Context: an optimization exercise on an open-source flow, tuned for small area, a short achievable clock period and few clock cycles. The choices shown serve that exercise and are no tape-out recipe.
Only simulation tests tie the RTL to the original design; equivalence was not proved.
Power figures rest on the tool's default switching activity, not on a simulated workload.

`design/flow/constraint.sdc`:
```
create_clock -name core_clock -period 16.0 [get_ports {clk}]
set_input_delay 3.2000 -clock core_clock [delete_from_list [all_inputs] [get_ports {clk}]]
set_output_delay 3.2000 -clock core_clock [all_outputs]
set_load 0.01 [all_outputs]
```
`design/flow/design.v`:
```
module cbc_ctr_engine (
    input  wire         clk,
    input  wire         rst,
    input  wire         bus_valid,
    input  wire         bus_write,
    input  wire         bus_word,
    input  wire [12:0]  bus_addr,
    input  wire [31:0]  bus_wdata,
    output reg  [31:0]  bus_rdata,
    input  wire [1:0]   key_state,
    output reg          prim_req_valid,
    input  wire         prim_req_ready,
    output reg          prim_req_dir,
    output reg  [127:0] prim_req_data,
    input  wire         prim_resp_valid,
    input  wire [127:0] prim_resp_data,
    output wire         irq
);
    localparam F_ENC = 3'd1, F_DEC = 3'd2, F_PAD = 3'd3, F_UNPAD = 3'd4, F_CHKLEN = 3'd5;
    localparam M_ECB = 2'd0, M_CBC = 2'd1, M_CTR = 2'd2;
    localparam E_OK = 3'd0, E_LEN = 3'd1, E_PAD = 3'd2, E_KEY = 3'd3,
               E_CFG = 3'd5, E_CMD = 3'd6;
    localparam S_IDLE   = 4'd0,
               S_DIV    = 4'd1,    
               S_DECIDE = 4'd2,    
               S_PADW   = 4'd3,    
               S_RUN    = 4'd4,    
               S_FIN    = 4'd5,    
               S_GPRE   = 4'd6,    
               S_GLD    = 4'd7,    
               S_GSH    = 4'd8,    
               S_GREQ   = 4'd9,    
               S_GWT    = 4'd10,   
               S_ROT    = 4'd11,   
               S_CHK    = 4'd12,   
               S_POST   = 4'd13;   
    reg         busy;
    reg         done;
    reg  [2:0]  err;
    reg         iv_set;
    reg         ctr_set;
    reg  [7:0]  cfg_bsize;
    reg  [7:0]  cfg_ctr_bytes;
    reg         cfg_ctr_le;
    reg         cfg_irq_en;
    reg  [31:0] len;
    reg  [6:0]  out_len;
    reg  [255:0] iv_r;
    reg  [255:0] ctr_r;
    reg  [511:0] B;           
    reg  [3:0]  st;
    reg  [2:0]  cf;
    reg  [1:0]  cm;
    reg         cp;
    reg         keyok;
    reg  [6:0]  nbr;          
    reg  [4:0]  kr;           
    reg  [6:0]  ri;           
    reg  [6:0]  wi;           
    reg  [2:0]  fin_err;
    reg  [6:0]  fin_olen;
    reg  [5:0]  rot_total;    
    reg  [6:0]  rstep;
    reg  [6:0]  rlen;
    reg  [4:0]  toff;
    reg         tap_en;
    reg  [3:0]  rnext;
    reg         rotated;      
    reg  [3:0]  sc;
    assign irq = done & cfg_irq_en;
    wire [4:0] n      = cfg_bsize[4:0];
    wire       n_ok   = (cfg_bsize != 8'd0) && (cfg_bsize <= 8'd16);
    wire       n8     = (cfg_bsize == 8'd8);
    wire       n16    = (cfg_bsize == 8'd16);
    wire       fast   = n8 | n16;
    wire       len_ok = (len[31:7] == 25'd0) && (len[6:0] <= 7'd64);
    wire [6:0] L      = len[6:0];
    wire [7:0] wctr   = (cfg_ctr_bytes == 8'd0) ? cfg_bsize : cfg_ctr_bytes;
    wire [6:0] buf_off = bus_addr[6:0];
    wire       in_buf  = (bus_addr[12] == 1'b1) && (bus_addr[11:6] == 6'd0);
    wire       host_wr = bus_valid && bus_write && !busy;
    wire       reg_wr  = host_wr && (bus_addr[12] == 1'b0);
    wire       accept  = reg_wr && (bus_addr[11:2] == 10'h000);
    wire [2:0] f = busy ? cf : bus_wdata[2:0];
    wire [1:0] m = busy ? cm : bus_wdata[5:4];
    wire       p = busy ? cp : bus_wdata[8];
    wire       kok = busy ? keyok : (key_state == 2'd1);
    wire is_encdec = (f == F_ENC) || (f == F_DEC);
    wire legal_w = (bus_wdata[31:9] == 23'd0) && (bus_wdata[7:6] == 2'd0) && (bus_wdata[3] == 1'b0) &&
                   ((is_encdec && m != 2'd3) ||
                    ((f == F_PAD || f == F_UNPAD || f == F_CHKLEN) && m == 2'd0 && p == 1'b0));
    wire legal = busy ? 1'b1 : legal_w;
    wire is_ctr  = (m == M_CTR);
    wire cbc_enc = (f == F_ENC) && (m == M_CBC);
    wire cbc_dec = (f == F_DEC) && (m == M_CBC);
    wire rev     = (f == F_DEC) && !is_ctr;      
    wire pdec    = rev && p;                      
    wire [6:0] q_cur    = busy ? ri : (n16 ? {3'd0, L[6:4]} : {3'd0, L[6:3]});
    wire [4:0] lmod_cur = busy ? wi[4:0] : (n16 ? {1'b0, L[3:0]} : {2'b0, L[2:0]});
    wire       adds_pad = (f == F_PAD) || ((f == F_ENC) && !is_ctr && p);
    wire [4:0] k_cur    = n - lmod_cur;
    wire [7:0] padlen   = {1'b0, L} + {3'd0, k_cur};
    wire [6:0] pad_end  = L + {2'd0, kr};          
    wire cfg_err = !n_ok || !len_ok || (adds_pad && padlen > 8'd64) ||
                   (is_encdec && is_ctr && wctr > cfg_bsize);
    wire key_err = is_encdec && !kok;
    wire len_err = (lmod_cur != 5'd0) &&
                   ((f == F_CHKLEN) || (f == F_DEC && !is_ctr) || (f == F_ENC && !is_ctr && !p));
    wire [2:0] d_err = !legal ? E_CMD : cfg_err ? E_CFG : key_err ? E_KEY : len_err ? E_LEN : E_OK;
    wire [6:0] nb_cur = is_ctr ? (q_cur + {6'd0, lmod_cur != 5'd0})
                               : (q_cur + {6'd0, adds_pad});
    wire [3:0] chk_rot = n8 ? {1'b0, L[2:0]} : L[3:0];
    wire [2:0] chk_idx = n8 ? (L[5:3] - 3'd1) : {1'b0, L[5:4] - 2'd1};
    wire [6:0] blk_r = rev ? (nbr - 7'd1 - ri) : ri;      
    wire [6:0] blk_w = rev ? (nbr - 7'd1 - wi) : wi;      
    wire       rsp   = prim_resp_valid;
    wire       xfer  = prim_req_valid && prim_req_ready;
    wire [6:0] zblk  = is_ctr ? blk_w : (blk_w - 7'd1);
    reg  [2:0] gidx;
    always @(*) begin
        if (!busy)
            gidx = rev ? (q_cur[2:0] - 3'd1) : 3'd0;
        else if (st == S_CHK)
            gidx = chk_idx;
        else if (st == S_RUN)
            gidx = (rsp && (is_ctr || cbc_dec)) ? zblk[2:0] : blk_r[2:0];
        else
            gidx = 3'd0;
    end
    wire [2:0] glo = n8 ? gidx : {gidx[1:0], 1'b0};
    wire [2:0] ghi = {gidx[1:0], 1'b1};
    wire [127:0] G = {B[64*ghi +: 64], B[64*glo +: 64]};
    reg  [127:0] wmask;
    integer b;
    always @(*) begin
        for (b = 0; b < 16; b = b + 1)
            wmask[8*b +: 8] = (b < wctr) ? 8'hff : 8'h00;
    end
    wire [127:0] ctr_v = (ctr_r[127:0] + {121'd0, busy ? ri : 7'd0}) & wmask;
    reg  [127:0] ctr_bs;
    always @(*) begin
        for (b = 0; b < 16; b = b + 1)
            ctr_bs[8*b +: 8] = ctr_v[8*(15-b) +: 8];
    end
    wire [127:0] cblk = cfg_ctr_le ? ctr_v :
                        {ctr_bs[127:64], n8 ? ctr_bs[127:64] : ctr_bs[63:0]};
    wire in_gwt  = (st == S_GWT);
    wire in_run  = (st == S_RUN);
    wire use_z_g = (in_run && (is_ctr || (cbc_dec && blk_w != 7'd0))) ||
                   (in_gwt && is_ctr) || (st == S_CHK);
    wire use_z_iv = (in_run && cbc_dec && blk_w == 7'd0) ||
                    (in_gwt && cbc_dec && ri == 7'd0);
    wire use_resp = (st != S_CHK);
    wire [127:0] Z = (use_z_g ? G : 128'd0) ^ (use_z_iv ? iv_r[127:0] : 128'd0);
    wire [127:0] X = (use_resp ? prim_resp_data : 128'd0) ^ Z;
    wire [127:0] Xm = n8 ? {X[63:0], X[63:0]} : X;
    wire [127:0] HD = bus_word ? {4{bus_wdata}} : {16{bus_wdata[7:0]}};
    wire [127:0] D  = !busy ? HD : (st == S_PADW) ? {16{3'b000, kr}} : Xm;
    wire [7:0] ck = D[127:120];
    reg        ck_bytes;
    always @(*) begin
        ck_bytes = 1'b1;
        for (b = 0; b < 16; b = b + 1)
            if ((b >= 16 - ck) && (D[8*b +: 8] != ck))
                ck_bytes = 1'b0;
    end
    wire       ck_ok   = ck_bytes && (ck != 8'd0) && (ck <= {3'd0, n}) && (ck <= {1'b0, L});
    wire [2:0] ck_err  = ck_ok ? E_OK : E_PAD;
    wire [6:0] ck_olen = ck_ok ? (L - ck[6:0]) : 7'd0;
    wire [4:0] gw_lim0 = (L - {1'b0, rot_total} < {2'd0, n}) ? (L[4:0] - rot_total[4:0]) : n;
    reg  [6:0] wP, wQ;
    always @(*) begin
        if (st == S_PADW) begin
            wP = L;
            wQ = pad_end;
        end else if (in_run) begin
            wP = n8 ? {blk_w[3:0], 3'd0} : {blk_w[2:0], 4'd0};
            wQ = wP + {2'd0, n};
            if (is_ctr && wQ > L)
                wQ = L;
        end else begin
            wP = 7'd0;
            wQ = is_ctr ? {2'd0, gw_lim0} : {2'd0, n};
        end
    end
    wire eng_wr = (st == S_PADW) || ((in_run || in_gwt) && rsp);
    wire rot_en = (st == S_ROT);
    wire [3:0] tsel = 4'd0 - n[3:0];
    wire [7:0] tapbyte = B[384 + 8*tsel +: 8];
    wire       tap_on  = tap_en && (rstep >= {2'd0, toff}) && (rstep < {2'd0, toff} + {2'd0, n});
    integer a;
    always @(posedge clk) begin
        for (a = 0; a < 64; a = a + 1) begin
            if (rot_en) begin
                if (a == 63)
                    B[8*a +: 8] <= B[7:0] ^ (tap_on ? tapbyte : 8'd0);
                else
                    B[8*a +: 8] <= B[8*(a+1) +: 8];
            end else if ((host_wr && in_buf &&
                          (bus_word ? (a[5:2] == buf_off[5:2]) : (a[5:0] == buf_off[5:0]))) ||
                         (eng_wr && (a >= wP) && (a < wQ)))
                B[8*a +: 8] <= D[8*(a % 16) +: 8];
        end
    end
    wire [31:0] status_word = {14'd0, key_state == 2'd2, key_state == 2'd1, 6'd0,
                               ctr_set, iv_set, 1'b0, err, 2'b00, done, busy};
    always @(posedge clk) begin
        bus_rdata <= 32'd0;
        if (bus_valid && !bus_write) begin
            if (in_buf) begin
                if (bus_word)
                    bus_rdata <= B[32*buf_off[5:2] +: 32];
                else
                    bus_rdata <= {24'd0, B[8*buf_off[5:0] +: 8]};
            end else if (bus_addr[12] == 1'b0) begin
                case (bus_addr[11:2])
                    10'h001: bus_rdata <= status_word;
                    10'h002: bus_rdata <= {7'd0, cfg_irq_en, 7'd0, cfg_ctr_le, cfg_ctr_bytes, cfg_bsize};
                    10'h003: bus_rdata <= len;
                    10'h004: bus_rdata <= {25'd0, out_len};
                    10'h010, 10'h011, 10'h012, 10'h013,
                    10'h014, 10'h015, 10'h016, 10'h017:
                        bus_rdata <= iv_r[32*bus_addr[4:2] +: 32];
                    10'h018, 10'h019, 10'h01a, 10'h01b,
                    10'h01c, 10'h01d, 10'h01e, 10'h01f:
                        bus_rdata <= ctr_r[32*bus_addr[4:2] +: 32];
                    default: bus_rdata <= 32'd0;
                endcase
            end
        end
    end
    wire run_issue = in_run && (ri < nbr) && (!prim_req_valid || xfer) &&
                     (cbc_enc ? (ri == 7'd0 || rsp) : !(cbc_dec && rsp));
    wire acc_issue = accept && fast && (d_err == E_OK) && is_encdec && !adds_pad &&
                     (nb_cur != 7'd0);
    wire [127:0] Y = !cbc_enc ? 128'd0 :
                     (in_run && rsp) ? prim_resp_data :
                     (!busy || ri == 7'd0) ? iv_r[127:0] : 128'd0;
    always @(posedge clk) begin
        if (st == S_GSH && busy)
            prim_req_data <= {8'd0, prim_req_data[127:8]};
        else if (acc_issue || run_issue || (st == S_GLD && busy)) begin
            if (is_ctr)
                prim_req_data <= (st == S_GLD) ? (cfg_ctr_le ? ctr_v : ctr_bs) : cblk;
            else
                prim_req_data <= G ^ Y;
        end
    end
    task finish(input [2:0] code, input [6:0] olen);
        begin
            busy    <= 1'b0;
            done    <= 1'b1;
            err     <= code;
            out_len <= (code == E_OK) ? olen : 7'd0;
            st      <= S_IDLE;
        end
    endtask
    task rot_start(input [6:0] len_i, input [4:0] toff_i, input tap_i, input [3:0] next_i);
        begin
            rstep  <= 7'd0;
            rlen   <= len_i;
            toff   <= toff_i;
            tap_en <= tap_i;
            rnext  <= next_i;
            st     <= S_ROT;
        end
    endtask
    task chk_start;
        begin
            if (chk_rot == 4'd0 || (n8 && L[2:0] == 3'd0)) begin
                rotated <= 1'b0;
                st      <= S_CHK;
            end else begin
                rotated <= 1'b1;
                rot_start({3'd0, chk_rot}, 5'd0, 1'b0, S_CHK);
            end
        end
    endtask
    task decide;
        begin
            nbr      <= nb_cur;
            kr       <= k_cur;
            fin_err  <= d_err;
            fin_olen <= 7'd0;
            ri       <= 7'd0;
            wi       <= 7'd0;
            rot_total <= 6'd0;
            if (d_err != E_OK)
                st <= S_FIN;
            else begin
                case (f)
                    F_CHKLEN: begin
                        fin_olen <= L;
                        st       <= S_FIN;
                    end
                    F_PAD: st <= S_PADW;
                    F_UNPAD: chk_start;
                    default: begin
                        fin_olen <= adds_pad ? padlen[6:0] : L;
                        if (nb_cur == 7'd0) begin
                            if (pdec)
                                chk_start;
                            else
                                st <= S_FIN;
                        end else if (adds_pad)
                            st <= S_PADW;
                        else if (fast) begin
                            st <= S_RUN;
                            ri <= 7'd1;
                        end else
                            st <= cbc_dec ? S_GPRE : S_GLD;
                    end
                endcase
            end
        end
    endtask
    always @(posedge clk) begin
        if (rst) begin
            busy           <= 1'b0;
            done           <= 1'b0;
            err            <= 3'd0;
            iv_set         <= 1'b0;
            ctr_set        <= 1'b0;
            cfg_bsize      <= 8'd0;
            cfg_ctr_bytes  <= 8'd0;
            cfg_ctr_le     <= 1'b0;
            cfg_irq_en     <= 1'b0;
            len            <= 32'd0;
            out_len        <= 7'd0;
            iv_r           <= 256'd0;
            ctr_r          <= 256'd0;
            st             <= S_IDLE;
            prim_req_valid <= 1'b0;
        end else begin
            if (reg_wr) begin
                case (bus_addr[11:2])
                    10'h000: ;
                    10'h001: if (bus_wdata[1]) done <= 1'b0;
                    10'h002: begin
                        cfg_bsize     <= bus_wdata[7:0];
                        cfg_ctr_bytes <= bus_wdata[15:8];
                        cfg_ctr_le    <= bus_wdata[16];
                        cfg_irq_en    <= bus_wdata[24];
                    end
                    10'h003: len <= bus_wdata;
                    10'h010, 10'h011, 10'h012, 10'h013,
                    10'h014, 10'h015, 10'h016, 10'h017: begin
                        iv_r[32*bus_addr[4:2] +: 32] <= bus_wdata;
                        iv_set <= 1'b1;
                    end
                    10'h018, 10'h019, 10'h01a, 10'h01b,
                    10'h01c, 10'h01d, 10'h01e, 10'h01f: begin
                        ctr_r[32*bus_addr[4:2] +: 32] <= bus_wdata;
                        ctr_set <= 1'b1;
                    end
                    default: ;
                endcase
            end
            if (xfer)
                prim_req_valid <= 1'b0;
            case (st)
                S_IDLE: begin
                    if (accept) begin
                        cf      <= bus_wdata[2:0];
                        cm      <= bus_wdata[5:4];
                        cp      <= bus_wdata[8];
                        keyok   <= (key_state == 2'd1);
                        busy    <= 1'b1;
                        done    <= 1'b0;
                        err     <= 3'd0;
                        out_len <= 7'd0;
                        if (legal_w && n_ok && len_ok && !fast) begin
                            ri <= 7'd0;
                            wi <= L;
                            st <= S_DIV;
                        end else
                            decide;
                        if (acc_issue) begin
                            prim_req_valid <= 1'b1;
                            prim_req_dir   <= rev;
                        end
                    end
                end
                S_DIV: begin
                    if (wi >= {2'd0, n}) begin
                        wi <= wi - {2'd0, n};
                        ri <= ri + 7'd1;
                    end else
                        st <= S_DECIDE;
                end
                S_DECIDE: decide;
                S_PADW: begin
                    if (f == F_PAD)
                        finish(E_OK, pad_end);
                    else
                        st <= fast ? S_RUN : S_GLD;
                end
                S_RUN: begin
                    if (run_issue) begin
                        prim_req_valid <= 1'b1;
                        prim_req_dir   <= rev;
                        ri             <= ri + 7'd1;
                    end
                    if (rsp) begin
                        wi <= wi + 7'd1;
                        if (pdec && wi == 7'd0) begin
                            fin_err  <= ck_err;
                            fin_olen <= ck_olen;
                        end
                        if (wi == nbr - 7'd1) begin
                            if (pdec && wi == 7'd0)
                                st <= S_FIN;
                            else
                                finish(fin_err, fin_olen);
                        end
                    end
                end
                S_FIN: finish(fin_err, fin_olen);
                S_GPRE: begin
                    if (ri == nbr - 7'd1)
                        st <= S_GLD;
                    else begin
                        ri        <= ri + 7'd1;
                        rot_total <= rot_total + {1'b0, n};
                        rot_start({2'd0, n}, 5'd0, 1'b0, S_GPRE);
                    end
                end
                S_GLD: begin
                    prim_req_dir <= rev;
                    if (is_ctr && !cfg_ctr_le) begin
                        sc <= 4'd0 - n[3:0];
                        st <= S_GSH;
                    end else begin
                        prim_req_valid <= 1'b1;
                        st <= S_GREQ;
                    end
                end
                S_GSH: begin
                    sc <= sc - 4'd1;
                    if (sc == 4'd1) begin
                        prim_req_valid <= 1'b1;
                        st <= S_GREQ;
                    end
                end
                S_GREQ: begin
                    if (xfer)
                        st <= S_GWT;
                end
                S_GWT: begin
                    if (rsp) begin
                        if (cbc_dec) begin
                            if (ri == 7'd0)
                                st <= S_POST;
                            else begin
                                ri <= ri - 7'd1;
                                rot_start(7'd64 - {2'd0, n}, 5'd0, 1'b1, S_GLD);
                            end
                        end else if (ri == nbr - 7'd1) begin
                            if (rot_total == 6'd0)
                                st <= S_POST;
                            else
                                rot_start({1'b0, 6'd0 - rot_total}, 5'd0, 1'b0, S_POST);
                        end else begin
                            ri        <= ri + 7'd1;
                            rot_total <= rot_total + {1'b0, n};
                            if (cbc_enc)
                                rot_start(7'd64 + {2'd0, n}, n, 1'b1, S_GLD);
                            else
                                rot_start({2'd0, n}, 5'd0, 1'b0, S_GLD);
                        end
                    end
                end
                S_ROT: begin
                    rstep <= rstep + 7'd1;
                    if (rstep == rlen - 7'd1)
                        st <= rnext;
                end
                S_CHK: begin
                    if (rotated) begin
                        fin_err  <= ck_err;
                        fin_olen <= ck_olen;
                        rot_start(7'd64 - {3'd0, chk_rot}, 5'd0, 1'b0, S_FIN);
                    end else
                        finish(ck_err, ck_olen);
                end
                S_POST: begin
                    if (pdec)
                        chk_start;
                    else
                        finish(E_OK, fin_olen);
                end
                default: st <= S_IDLE;
            endcase
        end
    end
endmodule
```
`design/flow/config.mk`:
```
export PLATFORM = sky130hd
export DESIGN_NAME = cbc_ctr_engine
export DESIGN_NICKNAME = cbc_ctr_engine
export VERILOG_FILES = /design/flow/design.v
export SDC_FILE = /design/flow/constraint.sdc
export NUM_CORES = 4
export LEC_CHECK = 0
export CAP_MARGIN = 20
export CORE_MARGIN = 2
export CORE_UTILIZATION = 30
export SETUP_SLACK_MARGIN = 0.5
export SLEW_MARGIN = 20
```
`design/flow/run.sh`:
```
#!/bin/bash
# synth_recipe.tcl (not shown) runs the flow's synth.tcl, then flattens the netlist and writes it again
# the make line also repeats each setting of config.mk as NAME=value (left out here)
make -C /OpenROAD-flow-scripts/flow DESIGN_CONFIG=/design/flow/config.mk WORK_HOME=/design/flow/orfs CLKGATE_MAP_FILE= SYNTH_SCRIPT=/design/flow/synth_recipe.tcl finish
```
==> flow_summary.yaml <==
outcome:
  outcome: "timing/DRC/antenna clean"
yosys:
  synth_edf_count: 711
  synth_top_cell_by_area: "edfxtp_1"
  synthSimpleGateAreaFrac: 0.186
  async_flop_share: 0
  ys_types: 123
  syn_avg_cell_area_um2: 8.82
  syn-cell-area_um2: 97700
  synth-compound-area-share: 0.208
  synth_area_leaders: "edfxtp_1 (22%), dfxtp_1 (13%), mux4_2 (11%)"
  yosys_warnings: 1
  yosysTopAreaCellShare: 0.219
  ys_ff_latch: 1332
  yosysMostFrequentCell: "nor2_1"
  syn_inst: 11100
  synthAdderAreaFrac: 0.0195
  muxShareOfSynthArea: 0.137
  synth_xor_area_frac: 0.0567
  yosysSeqAreaShare: 0.346
  synthFlopType: "edfxtp_1"
  synth_top_family_by_area: "compound AO/OA/AOI/OAI gates"
  syn-num-nets: 11400
  netlist_top_cells_count: "nor2_1 (1765), nand2_1 (1256), edfxtp_1 (711), clkbuf_1 (699), a22oi_1 (683)"
floorplanning:
  start_util: 0.301
  dieArea_um2: 330000
  dieWidth_um: 575
  core_um2: 324000
  num_io_pins: 345
  rows: 209
  die_h_um: 575
setup_path:
  endpoint_kind: "register"
  criticalPathCategory: "input port to register"
  cp.required_ps: 16620
  cp_max_fo: 82
  crit_arrival_ps: 13010
  cp-start-kind: "input port"
  reg2reg_depth: 30
route:
  drcViolationCount: 0
  drt-pass1-iter-count: 12
  routed_via_density: 6.83
  drt-initial-drc-count: 20800
  drtAntennaViolNets: 0
  drt_wl_total_mm: 763
  vias: 107000
  wl_per_cell_um: 48.8
finish:
  multi_input_area_um2: 60700
  fin_nets: 11500
  nFillCells: 33400
  drive_gt1_frac: 0.138
  area_delta_synth_final_pct: 15.9
  ff_latch_area_um2: 33800
global_routing:
  antenna_found_initial: 96
  grt_max_degree: 200
  grt_pass1_wl_mm: 978
  grt_overflow: 0
  grt_pass1_vias: 94300
  track_usage: 0.445
clock_tree:
  cts_resized: 0
  postCtsSetupRepairBufs: 0
  htree_levels: 4
  clk_pin_slew_worst_paths_ps: 60
  cts_root_buf: "clkbuf_16"
  cts_buffers: 162
  hold_buffers: 0
  cts.sinks: 1332
  clk_latency_ps: 930
  cts_tree: "yes"
  clock_tree.buffer_depth: 4
timing:
  setup_tns_ps: 0
  worst_slew_pin_slew_ps: 1370
  fin_skew_ps: 75.0
  fin_crit_ps: 12390
  hold_viol: 0
  fmax_mhz: 80.7
  drv_slew: 0
  whs_ps: 454
  slew_headroom: 0.0851
  finalCritPeriodShare: 0.774
  setup_viol: 0
  grt_setup_unrepaired: "false"
worst_hold_path:
  min_path_type: "register to register"
  min_path_cells: 2
power_and_ir_drop:
  ir_worst_vdd_v: 0.0000814
  leakage_uw: 0.0380
  powerDensity_nw_per_um2: 136
run:
  drv_cap: 0
place:
  io_buffers: 344
  dp_hpwl_mm: 601
  gp_congestion: 1.10
## area by class of cell
type                    count  share of cell area
multi-input cells        8628               0.536
flip-flops and latches   1332               0.299
repair buffers            846              0.0651
well taps                4325              0.0478
clock buffers             215              0.0392
clock inverters            66             0.00631
inverters                 169             0.00568
diodes                     63             0.00139
## layer usage
layer  up-vias  wire [um]  track usage
met3      2046     103000        0.163
met5         -        976       0.0165
met2      9710     304000        0.618
li1      41300          -            -
met1     53700     288000        0.564
met4        58      66500        0.315
## registers in the layout, summed over array words and instances, names as in the netlist, 8 cells and up
name and flops:
prim_req_data 128, bus_rdata 32, len 32, ctr_r 256, B 512, cfg_bsize 8
cfg_ctr_bytes 8, iv_r 256
## cells in the final DEF, fill, tap and decap left out, types with 289 or more instances in the layout
master / synthesis / layout
nor2_1: 1765 / 1731
xnor2_1: 377 / 372
nand3_1: 290 / 289
mux4_2: 481 / 481
nand2_1: 1256 / 1239
dfxtp_1: 621 / 617
buf_4: 15 / 489
a22oi_1: 683 / 682
a21oi_1: 569 / 560
o21ai_0: 455 / 441
clkdlybuf4s50_1: 0 / 336
edfxtp_1: 711 / 711
## metrics by stage
step	cell area [um^2]	cells	util	worst slack (ps)	total power, uW
floorplan	97700	11100	-	6640	7530
global placement	108000	15300	0.333	3240	11200
detailed placement	108000	15300	0.333	3240	11200
CTS	113000	15600	0.349	4130	14900
global route	113000	15600	0.349	3620	15400
finish	113000	15600	0.349	3610	15400
## cell families (layout without fill, tap and decap cells)
family,count (synthesis),count (layout)
compound gates,2956,2956
xor+xnor,628,628
fa+ha+maj,145,145
buf+inv,1111,1296
flops,1332,1332
mux,732,732
other cells,0,63
simple gates,4167,4167
## report_power, final
group	switching [uW]	leakage [uW]	total [uW]	internal, uW
Clock	1680	0.00249	3790	2120
Sequential	271	0.0115	4330	4060
Combinational	5390	0.0240	7260	1870
## critical path, stage by stage
cell and delay (ps):
clkdlybuf4s50_1 700, or4b_1 860, nor2_2 550, nand3_1 620, nand2_2 770, buf_4 520, nand2_8 450, buf_4 440
o32a_1 200, o2111ai_1 450, a2111o_1 310, a31o_2 610, clkinv_2 400, xnor2_1 260, a2111oi_2 350, nand4_1 250
a2111oi_2 440, nand4b_1 240, a221o_1 650, and4bb_1 580, a21oi_1 80
## final timing paths
| kind | end | from | slack, ps |
|---|---|---|---|
| setup reg to reg | fin_err[1] | cfg_bsize[1] | 3990 |
| hold / removal | iv_set | iv_set | 450 |
| hold reg to reg | iv_set | iv_set | 450 |
| setup / recovery | fin_err[1] | bus_wdata[0] | 3610 |
Testbench counts, summed over its fixed seeds: cycles 5,318.

## afterwards: timing with drivers on the ports
The results above use ideal ports. As a check the final layout listed here was re-extracted and re-timed, cells and wires unchanged. Step 1 (the two cells are an assumption about what drives the block):
set clk [get_ports {clk}]
set_driving_cell -lib_cell sky130_fd_sc_hd__clkbuf_16 $clk
set_driving_cell -lib_cell sky130_fd_sc_hd__buf_2 [delete_from_list [all_inputs] $clk]
Step 2 adds t to the input delays and takes it off the output delays; t is the mean of the earliest and latest rising clock arrival at the registers after step 1. Input paths then give back, and output paths get back, about the clock's delay inside the block. a / b / c = ideal / step 1 / step 2; a / b = the first two.
t (ns): 0.999
slack for setup (ns): 3.611 / 3.684 / 2.684
hold slack, ns: 0.454 / 0.454 / 0.454
clock arrival spread, ns: 0.079 / 0.079
After both steps setup and hold are still met in this run. The setup slack of this run moves by +0.073 ns with the drivers and by -0.927 ns with both steps.
